What follows belongs to an exercise in optimizing a design on an open flow for small area; a production flow would make more cautious choices. Only simulation tests tie the RTL to the original design; equivalence was not proved. No activity file was given, so power comes from the tool's default toggle rates.

==> module ws_i2c, before the edit <==
module ws_i2c #(
    parameter [6:0] I2C_ADDR = 7'h50
) (
    input  wire       clk,
    input  wire       rst,           
    input  wire [2:0] pins,
    input  wire       adc_eoc,
    input  wire [7:0] adc_drl,
    input  wire [7:0] adc_drh,
    output wire       adc_ch,
    output wire       adc_en,
    output wire       adc_start,
    input  wire       scl,           
    input  wire       sda,           
    output wire       sda_oe,        
    output wire       host_ready
);
    localparam [2:0] S_IDLE  = 3'd0;
    localparam [2:0] S_ADDR  = 3'd4;
    localparam [2:0] S_RX    = 3'd5;
    localparam [2:0] S_ACK   = 3'd2;
    localparam [2:0] S_MACK  = 3'd3;
    localparam [2:0] S_TX    = 3'd6;
    localparam [2:0] S_LOAD1 = 3'd1;
    localparam [2:0] S_LOAD2 = 3'd7;
    reg        scl_s1, scl_s2, scl_q;
    reg        sda_s1, sda_s2, sda_q;
    reg  [2:0] state;
    reg  [3:0] bitcnt;
    reg        pfx;          
    reg  [2:0] sh;           
    reg        srx;          
    reg        taken;        
    reg  [2:0] cmd;          
    reg        pend1, pend2;
    wire       txbit;
    wire start_det = scl_s2 && scl_q && sda_q && !sda_s2;
    wire stop_det  = scl_s2 && scl_q && !sda_q && sda_s2;
    wire scl_rise  = scl_s2 && !scl_q;
    wire scl_fall  = !scl_s2 && scl_q;
    wire in_addr   = (state == S_ADDR);
    wire in_rx     = (state == S_RX);
    wire in_tx     = (state == S_TX);
    wire shifting  = in_addr || in_rx;
    wire mid_byte  = (shifting && (bitcnt[3] || bitcnt[2] || bitcnt[1])) ||
                     (in_tx && (bitcnt != 4'd0));
    wire bit8      = bitcnt[3];
    wire match     = pfx && !sh[2] && !sh[1];
    wire addr_ev   = scl_fall && !start_det && !stop_det && in_addr && bit8;
    wire write_ev  = scl_fall && !start_det && !stop_det && in_rx && bit8;
    wire tx_end    = scl_fall && !start_det && !stop_det && in_tx && (bitcnt[2:0] == 3'd7);
    wire exp_bit   = in_addr && (bitcnt[2:0] == 3'd0 || bitcnt[2:0] == 3'd2);
    wire pfx_cmp   = bitcnt[3] || (bitcnt[2] && (bitcnt[1] || bitcnt[0])) || (sda_s2 == exp_bit);
    always @(posedge clk) begin
        scl_s1 <= scl;
        scl_s2 <= scl_s1;
        scl_q  <= scl_s2;
        sda_s1 <= sda;
        sda_s2 <= sda_s1;
        sda_q  <= sda_s2;
    end
    always @(posedge clk) begin
        if (rst) begin
            state <= S_IDLE;
        end else if (start_det) begin
            state  <= S_ADDR;
            bitcnt <= 4'd0;
        end else if (stop_det) begin
            state  <= S_IDLE;
        end else if (scl_rise) begin
            if (shifting || state == S_MACK) begin
                sh     <= {sh[1:0], sda_s2};
                pfx    <= (pfx || bitcnt == 4'd0) && pfx_cmp;
                bitcnt <= bitcnt + 4'd1;
            end
        end else if (scl_fall) begin
            case (state)
                S_ADDR: if (bit8) state <= match ? S_ACK : S_IDLE;
                S_RX:   if (bit8) state <= S_ACK;
                S_ACK: begin
                    bitcnt <= 4'd0;
                    state  <= srx ? S_RX : S_LOAD1;
                end
                S_TX: begin
                    bitcnt <= bitcnt + 4'd1;
                    if (bitcnt[2:0] == 3'd7)
                        state <= S_MACK;
                end
                S_MACK: begin
                    bitcnt <= 4'd0;
                    state  <= sh[0] ? S_IDLE : S_LOAD1;
                end
                default: ;
            endcase
        end else if (state == S_LOAD1) begin
            state <= S_LOAD2;
        end else if (state == S_LOAD2) begin
            state <= S_TX;
        end
    end
    always @(posedge clk) begin
        if (rst) begin
            srx   <= 1'b0;
            cmd   <= 3'd0;
            pend1 <= 1'b0;
            pend2 <= 1'b0;
        end else begin
            pend1 <= stop_det && !mid_byte && srx;
            pend2 <= pend1;
            if (start_det ? mid_byte : stop_det)
                srx <= 1'b0;
            else if (addr_ev)
                srx <= match && !sh[0];
            if (addr_ev)
                taken <= 1'b0;
            if (write_ev) begin
                taken <= 1'b1;
                if (!taken)
                    cmd <= pfx ? sh : 3'd0;
            end
        end
    end
    assign sda_oe = (state == S_ACK) || (in_tx && !txbit);
    ws_core core (
        .clk(clk), .rst(rst), .pins(pins),
        .adc_eoc(adc_eoc), .adc_drl(adc_drl), .adc_drh(adc_drh),
        .adc_ch(adc_ch), .adc_en(adc_en), .adc_start(adc_start),
        .exec(pend2), .cmd(cmd),
        .cur_clr(addr_ev), .cur_adv(tx_end), .bitidx(~bitcnt[2:0]),
        .txbit(txbit),
        .host_ready(host_ready)
    );
endmodule
==> flow/config.mk <==
export PLATFORM = sky130hd
export DESIGN_NAME = ws_i2c
export DESIGN_NICKNAME = ws_i2c
export VERILOG_FILES = /design/flow/design.v
export SDC_FILE = /design/flow/constraint.sdc
export NUM_CORES = 4
export LEC_CHECK = 0
export CAP_MARGIN = 20
export CORE_MARGIN = 2
export CORE_UTILIZATION = 40
export SLEW_MARGIN = 20
==> flow/constraint.sdc <==
create_clock -name core_clock -period 10.0 [get_ports {clk}]
set_input_delay 2.0000 -clock core_clock [delete_from_list [all_inputs] [get_ports {clk}]]
set_output_delay 2.0000 -clock core_clock [all_outputs]
set_load 0.01 [all_outputs]
standard.sh (not shown) runs the stock make flow with config.mk's settings and CLKGATE_MAP_FILE= SYNTH_SCRIPT=/design/flow/synth_recipe.tcl, a recipe that flattens the netlist after the stock synthesis.
==> flow/flow/run.sh <==
#!/bin/bash
# Standard layout, with the port buffers as buf_1 and a clock tree without dummy loads.
set -euo pipefail
export BUFFER_PORTS_ARGS="-buffer_cell sky130_fd_sc_hd__buf_1"
export CTS_ARGS="-sink_clustering_enable -repair_clock_nets -dont_use_dummy_load -buf_list sky130_fd_sc_hd__clkbuf_8 -sink_clustering_size 30 -sink_clustering_max_diameter 80"
bash standard.sh > standard.log 2>&1
==> next run, changes <==
--- a/flow/design.v
+++ b/flow/design.v
@@ -159,19 +159,17 @@
     input  wire       scl,           
     input  wire       sda,           
     output wire       sda_oe,        
     output wire       host_ready
 );
     localparam [2:0] S_IDLE  = 3'd0;
-    localparam [2:0] S_ADDR  = 3'd4;
-    localparam [2:0] S_RX    = 3'd5;
-    localparam [2:0] S_ACK   = 3'd2;
+    localparam [2:0] S_ADDR  = 3'd6;
+    localparam [2:0] S_RX    = 3'd4;
+    localparam [2:0] S_ACK   = 3'd1;
     localparam [2:0] S_MACK  = 3'd3;
-    localparam [2:0] S_TX    = 3'd6;
-    localparam [2:0] S_LOAD1 = 3'd1;
-    localparam [2:0] S_LOAD2 = 3'd7;
+    localparam [2:0] S_TX    = 3'd2;    
     reg        scl_s1, scl_s2, scl_q;
     reg        sda_s1, sda_s2, sda_q;
     reg  [2:0] state;
     reg  [3:0] bitcnt;
     reg        pfx;          
     reg  [2:0] sh;           
@@ -186,13 +184,13 @@
     wire scl_fall  = !scl_s2 && scl_q;
     wire in_addr   = (state == S_ADDR);
     wire in_rx     = (state == S_RX);
     wire in_tx     = (state == S_TX);
     wire shifting  = in_addr || in_rx;
     wire mid_byte  = (shifting && (bitcnt[3] || bitcnt[2] || bitcnt[1])) ||
-                     (in_tx && (bitcnt != 4'd0));
+                     (in_tx && (bitcnt[2:0] != 3'd0));
     wire bit8      = bitcnt[3];
     wire match     = pfx && !sh[2] && !sh[1];
     wire addr_ev   = scl_fall && !start_det && !stop_det && in_addr && bit8;
     wire write_ev  = scl_fall && !start_det && !stop_det && in_rx && bit8;
     wire tx_end    = scl_fall && !start_det && !stop_det && in_tx && (bitcnt[2:0] == 3'd7);
     wire exp_bit   = in_addr && (bitcnt[2:0] == 3'd0 || bitcnt[2:0] == 3'd2);
@@ -221,30 +219,28 @@
             end
         end else if (scl_fall) begin
             case (state)
                 S_ADDR: if (bit8) state <= match ? S_ACK : S_IDLE;
                 S_RX:   if (bit8) state <= S_ACK;
                 S_ACK: begin
-                    bitcnt <= 4'd0;
-                    state  <= srx ? S_RX : S_LOAD1;
+                    bitcnt <= srx ? 4'd0 : 4'd14;
+                    state  <= srx ? S_RX : S_TX;
                 end
                 S_TX: begin
                     bitcnt <= bitcnt + 4'd1;
                     if (bitcnt[2:0] == 3'd7)
                         state <= S_MACK;
                 end
                 S_MACK: begin
-                    bitcnt <= 4'd0;
-                    state  <= sh[0] ? S_IDLE : S_LOAD1;
+                    bitcnt <= 4'd14;
+                    state  <= sh[0] ? S_IDLE : S_TX;
                 end
                 default: ;
             endcase
-        end else if (state == S_LOAD1) begin
-            state <= S_LOAD2;
-        end else if (state == S_LOAD2) begin
-            state <= S_TX;
+        end else if (in_tx && bitcnt[3]) begin
+            bitcnt <= bitcnt + 4'd1;
         end
     end
     always @(posedge clk) begin
         if (rst) begin
             srx   <= 1'b0;
             cmd   <= 3'd0;
@@ -263,13 +259,13 @@
                 taken <= 1'b1;
                 if (!taken)
                     cmd <= pfx ? sh : 3'd0;
             end
         end
     end
-    assign sda_oe = (state == S_ACK) || (in_tx && !txbit);
+    assign sda_oe = (state == S_ACK) || (in_tx && !bitcnt[3] && !txbit);
     ws_core core (
         .clk(clk), .rst(rst), .pins(pins),
         .adc_eoc(adc_eoc), .adc_drl(adc_drl), .adc_drh(adc_drh),
         .adc_ch(adc_ch), .adc_en(adc_en), .adc_start(adc_start),
         .exec(pend2), .cmd(cmd),
         .cur_clr(addr_ev), .cur_adv(tx_end), .bitidx(~bitcnt[2:0]),
What happened: The new run completed without violations; final area went down slightly; setup slack loses 58 ps; cell count shrinks by a few percent; power increases slightly; routed wire length went up by a few percent; clock-buffer cell count is unchanged; maximum frequency is lower slightly; synthesized area fell slightly; sequential power stays flat; via count shrinks slightly; worst hold slack stays flat; die area fell slightly.

## afterwards: timing with drivers on the ports
The results above use ideal ports. As a check the final layouts listed here were re-extracted and re-timed, cells and wires unchanged. Step 1 (the two cells are an assumption about what drives the block):
set clk [get_ports {clk}]
set_driving_cell -lib_cell sky130_fd_sc_hd__clkbuf_16 $clk
set_driving_cell -lib_cell sky130_fd_sc_hd__buf_2 [delete_from_list [all_inputs] $clk]
Step 2, shift: input delay + t, output delay - t, t = (earliest + latest rising clock arrival at the registers) / 2. This alone moves slack from input paths to output paths. Three values: ideal ports, drivers, drivers and shift; two values: the first two.
| run | shift t [ns] | setup slack, ns | hold WS [ns] |
|---|---|---|---|
| the first run | 0.479 | 4.905 / 4.867 / 5.345 | 0.332 / 0.332 / 0.332 |
| the second run | 0.474 | 4.847 / 4.810 / 5.284 | 0.334 / 0.334 / 0.334 |
After both steps setup and hold are still met in every run listed.
